Source: an optimization exercise on an open RTL-to-GDS flow (aim: small area). Production flows keep margins and buffers that such runs may drop.
In this exercise RTL edits were held to simulation tests only and were not proved equivalent to the original.
No driver is modelled on the clock port, so clocking that relies on it looks cheaper here than on a real chip.
Power and IR drop assume default switching activity.

==> inputs of run a <==
## nezoba_core
module nezoba_core (
    input  wire        clk,
    input  wire        rst,           
    input  wire [31:0] now,
    output reg  [1:0]  exp_op,
    input  wire [7:0]  exp_data,
    input  wire        exp_done,
    output wire [2:0]  pin_pullup,
    input  wire [2:0]  cfg_pin,
    output reg  [7:0]  evt,
    output reg         evt_valid,
    output wire        halted,
    output wire [1:0]  fault
);
Settings: LEC_CHECK=0, ABC_AREA=1, CAP_MARGIN=20, CORE_MARGIN=2, CORE_UTILIZATION=40, GPL_ROUTABILITY_DRIVEN=0, GPL_TIMING_DRIVEN=0, PLACE_DENSITY=0.6, SLEW_MARGIN=20; clock period 15.0 ns.
standard.sh (not shown) runs the stock make flow with config.mk's settings and CLKGATE_MAP_FILE= SYNTH_SCRIPT=/design/flow/synth_recipe.tcl, a recipe that flattens the netlist after the stock synthesis.
==> flow/flow/run.sh <==
#!/bin/bash
# Standard layout, with the smallest buffer on the ports and a lighter clock
# tree: clkbuf_4 leaves without dummy loads, upsized after CTS where a leaf
# drives many flip-flops, and combinational cells brought back to their
# smallest drive where limits allow (flow/post_cts.tcl).
set -euo pipefail
export BUFFER_PORTS_ARGS="-buffer_cell sky130_fd_sc_hd__buf_1"
export CTS_ARGS="-sink_clustering_enable -repair_clock_nets -buf_list sky130_fd_sc_hd__clkbuf_4 -root_buf sky130_fd_sc_hd__clkbuf_8 -dont_use_dummy_load"
export POST_CTS_TCL="$(pwd)/flow/post_cts.tcl"
bash standard.sh > standard.log 2>&1
==> flow/flow/post_cts.tcl <==
# After CTS: a leaf clock buffer that drives many flip-flops gets the next
# drive strength, so that every flip-flop clock pin keeps a sharp slew.
set resized 0
foreach inst [get_cells -quiet clkbuf_*] {
  if {[get_property $inst ref_name] != "sky130_fd_sc_hd__clkbuf_4"} { continue }
  set out [get_pins -of_objects $inst -filter "direction==output"]
  set fanout [expr {[llength [get_pins -of_objects [get_nets -of_objects $out]]] - 1}]
  if {$fanout > 9} {
    replace_cell $inst sky130_fd_sc_hd__clkbuf_8
    incr resized
  }
}
puts "post_cts: resized $resized leaf clock buffers"
if {$resized > 0} {
  detailed_placement
  check_placement -verbose
  estimate_parasitics -placement
}

# Area recovery: every combinational cell whose drive is larger than its
# smallest variant goes back to the smallest one; repair_design then restores
# drive wherever that breaks a slew or capacitance limit.
set lib_area {}
foreach lc [get_lib_cells sky130_fd_sc_hd__tt_025C_1v80/*] {
  dict set lib_area [get_name $lc] [get_property $lc area]
}
set dont_use $::env(DONT_USE_CELLS)
set downsized 0
foreach inst [get_cells *] {
  set m [get_property $inst ref_name]
  if {![regexp {^(sky130_fd_sc_hd__[a-z0-9]+)_([0-9]+)$} $m - base drv]} { continue }
  if {[string match "*clk*" $base] || [string match "*df*" $base] || [string match "*buf*" $base] || [string match "*conb*" $base]} { continue }
  if {![dict exists $lib_area $m]} { continue }
  set best $m
  set best_area [dict get $lib_area $m]
  dict for {name a} $lib_area {
    if {[regexp "^${base}_\[0-9\]+\$" $name] && $a < $best_area && [lsearch -exact $dont_use $name] < 0} {
      set best $name
      set best_area $a
    }
  }
  if {$best != $m} {
    replace_cell $inst $best
    incr downsized
  }
}
puts "post_cts: downsized $downsized cells"
estimate_parasitics -placement
repair_design -slew_margin 20 -cap_margin 20
detailed_placement
check_placement -verbose
estimate_parasitics -placement
==> run b (differences from run a) <==
--- a/flow/design.v
+++ b/flow/design.v
@@ -12,13 +12,15 @@
     wire [15:0] q    = {5'b00000, p[14:4]};         
     wire        s0   = (step == 4'd0);
     wire        s1   = (step == 4'd1);
     wire        s2   = (step == 4'd2);
     wire        s3   = (step == 4'd3);
     wire c0_press  = cfg0 & q[step];
-    wire c1_press  = cfg1 & ((s0 & p[8]) | ((s1 | s2 | s3) & p[9])) & (tphase | s1 | s2);
+    wire c1_press  = cfg1 & (s0 ? p[8] & tphase :
+                             (s1 | s2) ? p[9] :
+                             s3 ? p[9] & tphase : 1'b0);
     wire c2_press  = cfg2 & (step == 4'd5) & p[9];
     wire c15_press = cfg15 & s1 & p[1];
     assign press = c0_press | c1_press | c2_press | c15_press;
     assign bad   = cfg15 & ((s0 & p[0]) | (s2 & p[1]));
 endmodule
 module nezoba_debounce #(
@@ -124,50 +126,72 @@
     nezoba_maptab u_map (
         .cfg0(cfg0), .cfg1(cfg1), .cfg2(cfg2), .cfg15(cfg15),
         .step(k[3:0]), .p(p), .tphase(tphase),
         .press(m_press), .bad(m_bad)
     );
     wire hit_bad = walk && !k[4] && m_bad;
-    wire h0 = ~p[3], h1 = ~p[5], h2 = ~p[10];
-    wire s1 = p[0] ^ p[1] ^ p[2];
-    wire c1 = (p[0] & p[1]) | (p[0] & p[2]) | (p[1] & p[2]);
-    wire s2 = p[4] ^ h0 ^ h1;
-    wire c2 = (p[4] & h0) | (p[4] & h1) | (h0 & h1);
-    wire s3 = s1 ^ s2 ^ h2;
-    wire c3 = (s1 & s2) | (s1 & h2) | (s2 & h2);
-    wire [2:0] n7 = {(c1 & c2) | (c1 & c3) | (c2 & c3), c1 ^ c2 ^ c3, s3};
-    wire xpos = (cfg0 & p[3] & ~p[2]) | (cfg2 & n7[2]);
-    wire xneg = (cfg0 & p[2] & ~p[3]) | (cfg2 & ~n7[2] & ~(n7[1] & n7[0]));
-    wire ypos = (cfg0 & p[0] & ~p[1]) | (cfg2 & (p[6] | (p[4] & ~p[5])));
-    wire yneg = (cfg0 & p[1] & ~p[0]) | (cfg2 & ~p[6] & p[5] & ~p[4]);
-    wire [3:0] dcode;
-    assign dcode[3] = xneg & ypos;
-    assign dcode[2] = yneg | (xneg & ~ypos);
-    assign dcode[1] = (xpos & ~yneg) | (xneg & ~ypos);
-    assign dcode[0] = (~xpos & ~xneg & (ypos | yneg)) | (~ypos & ~yneg & (xpos | xneg));
+    wire [2:0] n7 = {2'b00, p[0]} + {2'b00, p[1]} + {2'b00, p[2]} + {2'b00, p[4]}
+                  + {2'b00, ~p[3]} + {2'b00, ~p[5]} + {2'b00, ~p[10]};
+    reg xpos, xneg, ypos, yneg;
+    always @(*) begin
+        xpos = 1'b0; xneg = 1'b0; ypos = 1'b0; yneg = 1'b0;
+        if (cfg0) begin
+            xpos = p[3] & ~p[2];
+            xneg = p[2] & ~p[3];
+            ypos = p[0] & ~p[1];
+            yneg = p[1] & ~p[0];
+        end
+        if (cfg2) begin
+            xpos = n7[2];
+            xneg = ~n7[2] & ~(n7[1] & n7[0]);
+            ypos = p[6] | (p[4] & ~p[5]);
+            yneg = ~p[6] & p[5] & ~p[4];
+        end
+    end
+    reg [3:0] dcode;
+    always @(*) begin
+        case ({xpos, xneg, ypos, yneg})
+            4'b0010: dcode = 4'd1;    
+            4'b1010: dcode = 4'd2;    
+            4'b1000: dcode = 4'd3;    
+            4'b1001: dcode = 4'd4;    
+            4'b0001: dcode = 4'd5;    
+            4'b0101: dcode = 4'd6;    
+            4'b0100: dcode = 4'd7;    
+            4'b0110: dcode = 4'd8;    
+            default: dcode = 4'd0;    
+        endcase
+    end
     assign pin_pullup = 3'b111;
     assign halted     = (st == S_DIAG) || (st == S_HALT);
     assign fault      = {halted, halted};
     always @(*) begin
         case (st)
             S_INIT:          exp_op = 2'd1;
             S_BRD, S_RDB:    exp_op = 2'd3;
             S_RDA:           exp_op = 2'd2;
             default:         exp_op = 2'd0;
         endcase
     end
-    wire is_walk = (st == S_WALK), is_diag = (st == S_DIAG), is_cmpt = (st == S_CMPT);
-    wire tail_c  = k[4] & k[0];        
-    always @(*) begin
-        evt_valid = ((st == S_TLOAD) & k31) | (is_cmpt & k0) | is_diag
-                  | (is_walk & (k[4] ? (k[3:1] == 3'b111) : m_press));
-        evt[7]    = is_diag | (is_walk & tail_c);
-        evt[6]    = is_diag | (is_walk & ~tail_c);
-        evt[5]    = is_diag | is_cmpt | (is_walk & k[4] & ~k[0]);
-        evt[4]    = 1'b0;
-        evt[3:0]  = is_diag ? 4'd3 : ~is_walk ? 4'd0 : ~k[4] ? k[3:0] : k[0] ? 4'd0 : dcode;
+    always @(*) begin
+        evt_valid = 1'b0;
+        evt       = 8'h00;
+        case (st)
+            S_TLOAD: begin evt_valid = k31; evt = 8'h00; end                
+            S_CMPT:  begin evt_valid = k0;  evt = 8'h20; end                
+            S_WALK: begin
+                if (!k[4]) begin
+                    evt_valid = m_press;  evt = {4'h4, k[3:0]};              
+                end else if (k[3:1] == 3'b111) begin
+                    evt_valid = 1'b1;
+                    evt = k[0] ? 8'h80 : {4'h6, dcode};                     
+                end
+            end
+            S_DIAG:  begin evt_valid = 1'b1; evt = 8'hE3; end
+            default: ;
+        endcase
     end
     wire pl_a = ((st == S_BRD) && exp_done) || (((st == S_COPY) || (st == S_BWAIT)) && k31);
     wire ld_a = walk && fa;
     wire ld_b = walk && fb;
     wire ld_t = (st == S_TLOAD) || (walk && ft);
     always @(posedge clk) begin
==> flow/run.sh (new file) <==
#!/bin/bash
# synth_recipe.tcl (not shown) runs the flow's synth.tcl, then flattens the netlist and writes it again
# the make line also repeats each setting of config.mk as NAME=value (left out here)
make -C /OpenROAD-flow-scripts/flow DESIGN_CONFIG=/design/flow/config.mk WORK_HOME=/design/flow/orfs CLKGATE_MAP_FILE= SYNTH_SCRIPT=/design/flow/synth_recipe.tcl finish
Settings changed: ABC_AREA 1 to not set, CTS_BUF_LIST set to sky130_fd_sc_hd__clkbuf_8, CTS_CLUSTER_DIAMETER set to 200, CTS_CLUSTER_SIZE set to 60, GPL_ROUTABILITY_DRIVEN 0 to not set, GPL_TIMING_DRIVEN 0 to not set.
removed: flow/flow/run.sh
removed: flow/flow/post_cts.tcl
removed: flow/standard.sh
==> comparison table <==
	run b	run a
Outcome	timing/DRC/antenna clean	timing/DRC/antenna clean
Library cells used by synthesis	71	38
Wirelength, routed	11,810 µm	12,460 µm
Post-DP HPWL	8370 µm	9265 µm
Area growth from synthesis to final layout	18.24%	9.596%
Multi-input gate area	0.002367 mm²	0.002007 mm²
Post-synthesis share of cell area spent on and, or, nand and nor gates	12.21%	16.92%
FMAX	141.9 MHz	159.1 MHz
Synthesized instance count	502	591
Minimum setup slack among reg-to-reg paths	11,130 ps	11,470 ps
Pin count of the biggest net entering global routing	34	17
Cell Count Post-Placement	720	830
Multi-input logic cell count	300	360
Met1 wire length	5667 µm	5943 µm
DRT iter0 DRCs	270	321
Non-clk buf share	8.539%	5.719%
Portion of netlist area occupied by mux cells	12.44%	3.890%
Met3 layer wire length in the routed design	594 µm	766 µm
Mean instance size in the synthesized netlist	11.90 µm²	9.796 µm²
Core outline area	0.01459 mm²	0.01399 mm²
Number of core rows	44	43

==> 01-05 <==
Another version of the RTL of nezoba_core (not shown whole).
clock: 15.0 ns
lec_check: 0
abc_area: 1
cap_margin: 20
core_margin: 2
core_utilization: 60
place_density: 0.75
slew_margin: 20
==> flow/flow/run.sh <==
#!/bin/bash
# Standard layout with these changes:
# - ABC maps the logic with an area-oriented mapper (flow/abc_area.script, used
#   through a private copy of the ORFS scripts; registers are untouched),
# - the smallest buffer on the ports,
# - a lighter clock tree: clkbuf_4 leaves without dummy loads, upsized after
#   CTS where a leaf drives many flip-flops, and combinational cells brought
#   back to their smallest drive where limits allow (flow/post_cts.tcl).
set -euo pipefail
SD="$(pwd)/orfs_scripts"
rm -rf "$SD"
cp -r "$FLOW_HOME/scripts" "$SD"
cp flow/abc_area.script "$SD/abc_area.script"
export SCRIPTS_DIR="$SD"
export BUFFER_PORTS_ARGS="-buffer_cell sky130_fd_sc_hd__buf_1"
export CTS_ARGS="-sink_clustering_enable -repair_clock_nets -buf_list sky130_fd_sc_hd__clkbuf_4 -root_buf sky130_fd_sc_hd__clkbuf_8 -dont_use_dummy_load"
export POST_CTS_TCL="$(pwd)/flow/post_cts.tcl"
bash standard.sh SCRIPTS_DIR="$SD" finish > standard.log 2>&1
==> flow/flow/abc_area.script <==
strash
dc2
dch -f
amap
strash
dc2
dch -f
amap
topo
stime -c
buffer -c
upsize -c
dnsize -c
Other scripts of this flow, unchanged in this note and not shown: flow/flow/post_cts.tcl
==> inputs of 12-11, as changes to 01-05 <==
--- a/flow/design.v
+++ b/flow/design.v
@@ -77,16 +77,26 @@
     reg         fa, fb, ft;          
     reg         tphase;              
     reg         cfg0, cfg1, cfg2, cfg15;
     wire k0   = (k == 5'd0);
     wire k31  = (k == 5'd31);
     wire nowk = now[k];
-    wire k_7_8_9_12 = (k == 5'd7) | (k == 5'd8) | (k == 5'd9) | (k == 5'd12);
-    wire c5000  = (k == 5'd3) | k_7_8_9_12;
-    wire c4999  = (k <= 5'd2) | k_7_8_9_12;
-    wire c13299 = (k <= 5'd1) | ((k >= 5'd4) & (k <= 5'd9)) | (k == 5'd12) | (k == 5'd13);
+    reg c5000, c4999, c13299;
+    always @(*) begin
+        c5000  = 1'b0;
+        c4999  = 1'b0;
+        c13299 = 1'b0;
+        case (k)
+            5'd0, 5'd1:                           begin c4999 = 1'b1; c13299 = 1'b1; end
+            5'd2:                                 c4999 = 1'b1;
+            5'd3:                                 c5000 = 1'b1;
+            5'd4, 5'd5, 5'd6, 5'd13:              c13299 = 1'b1;
+            5'd7, 5'd8, 5'd9, 5'd12:              begin c5000 = 1'b1; c4999 = 1'b1; c13299 = 1'b1; end
+            default: ;
+        endcase
+    end
     wire boot = (st == S_BWAIT);
     wire x    = boot ? rta[0] : nowk;
     wire y    = (st == S_CMPA) ? rta[0] : (st == S_CMPB) ? rtb[0] : rtt[0];
     wire cst  = boot ? c4999 : (st == S_CMPT) ? c13299 : c5000;
     wire cin  = k0 | cy;
     wire sd   = x ^ ~y ^ cin;
@@ -135,14 +145,18 @@
     assign dcode[1] = (xpos & ~yneg) | (xneg & ~ypos);
     assign dcode[0] = (~xpos & ~xneg & (ypos | yneg)) | (~ypos & ~yneg & (xpos | xneg));
     assign pin_pullup = 3'b111;
     assign halted     = (st == S_DIAG) || (st == S_HALT);
     assign fault      = {halted, halted};
     always @(*) begin
-        exp_op[1] = (st == S_BRD) | (st == S_RDB) | (st == S_RDA);
-        exp_op[0] = (st == S_BRD) | (st == S_RDB) | (st == S_INIT);
+        case (st)
+            S_INIT:          exp_op = 2'd1;
+            S_BRD, S_RDB:    exp_op = 2'd3;
+            S_RDA:           exp_op = 2'd2;
+            default:         exp_op = 2'd0;
+        endcase
     end
     wire is_walk = (st == S_WALK), is_diag = (st == S_DIAG), is_cmpt = (st == S_CMPT);
     wire tail_c  = k[4] & k[0];        
     always @(*) begin
         evt_valid = ((st == S_TLOAD) & k31) | (is_cmpt & k0) | is_diag
                   | (is_walk & (k[4] ? (k[3:1] == 3'b111) : m_press));
==> flow/flow/run.sh (replaced) <==
#!/bin/bash
# Standard layout, with the smallest buffer on the ports and a lighter clock
# tree: clkbuf_4 leaves without dummy loads, upsized after CTS where a leaf
# drives many flip-flops, and combinational cells brought back to their
# smallest drive where limits allow (flow/post_cts.tcl).
set -euo pipefail
export BUFFER_PORTS_ARGS="-buffer_cell sky130_fd_sc_hd__buf_1"
export CTS_ARGS="-sink_clustering_enable -repair_clock_nets -buf_list sky130_fd_sc_hd__clkbuf_4 -root_buf sky130_fd_sc_hd__clkbuf_8 -dont_use_dummy_load"
export POST_CTS_TCL="$(pwd)/flow/post_cts.tcl"
bash standard.sh > standard.log 2>&1
CORE_UTILIZATION = 40   (was 60)
PLACE_DENSITY = 0.6   (was 0.75)
removed: flow/flow/abc_area.script
==> comparison table <==
|  | 12-11 | 01-05 |
|---|---|---|
| Power per standard cell area | 137 mW/mm^2 | 163 mW/mm^2 |
| Sequential portion of the cell area | 0.539 | 0.562 |
| Critical hold path startpoint | rtt[23]$_DFF_P_ | rtb[13]$_DFF_P_ |
| Run status | complete, no violations | complete, no violations |
| Number of logic inverters in the finished layout | 60 | 55 |
| Post-layout nets | 704 | 634 |
| Routability congestion estimate | 0.880 | 0.986 |
| Estimated wirelength of the detail-placed design | 8630 um | 8200 um |
| Filler Cell Count | 1337 | 693 |
| Area taken by multi-input logic gates | 0.00200 mm^2 | 0.00182 mm^2 |
| Post-synthesis share of cell area spent on and, or, nand and nor gates | 0.169 | 0.113 |
| Setup clock skew after layout | 32.6 ps | 31.4 ps |
| Period Utilization, post-route | 0.422 | 0.444 |
| Mean Syn Cell Area | 9.80 um^2 | 10.5 um^2 |

[separate check: timing with driven ports]
Ports are ideal in the flow. The routed layouts listed here were re-timed in OpenROAD. Step 1 sets driving cells, clkbuf_16 on the clock port and buf_2 on the other inputs (assumed; they add their load-dependent delay and slew). Step 2 times the ports against the registers' clock, not the clock port: input delays grow and output delays shrink by t, the midpoint of the rising clock arrivals with the driver on. Three values: no drivers, after step 1, after step 2; two values: the first two.
run	t, ns	setup slack, ns	cell pins on the clock port's net
run a	0.440	8.714 / 8.680 / 9.120	1
run b	0.485	7.954 / 7.917 / 8.402	1
01-05	0.436	8.337 / 8.305 / 8.392	1
12-11	0.456	8.673 / 8.638 / 9.094	1
After both steps every run listed still meets setup and hold.
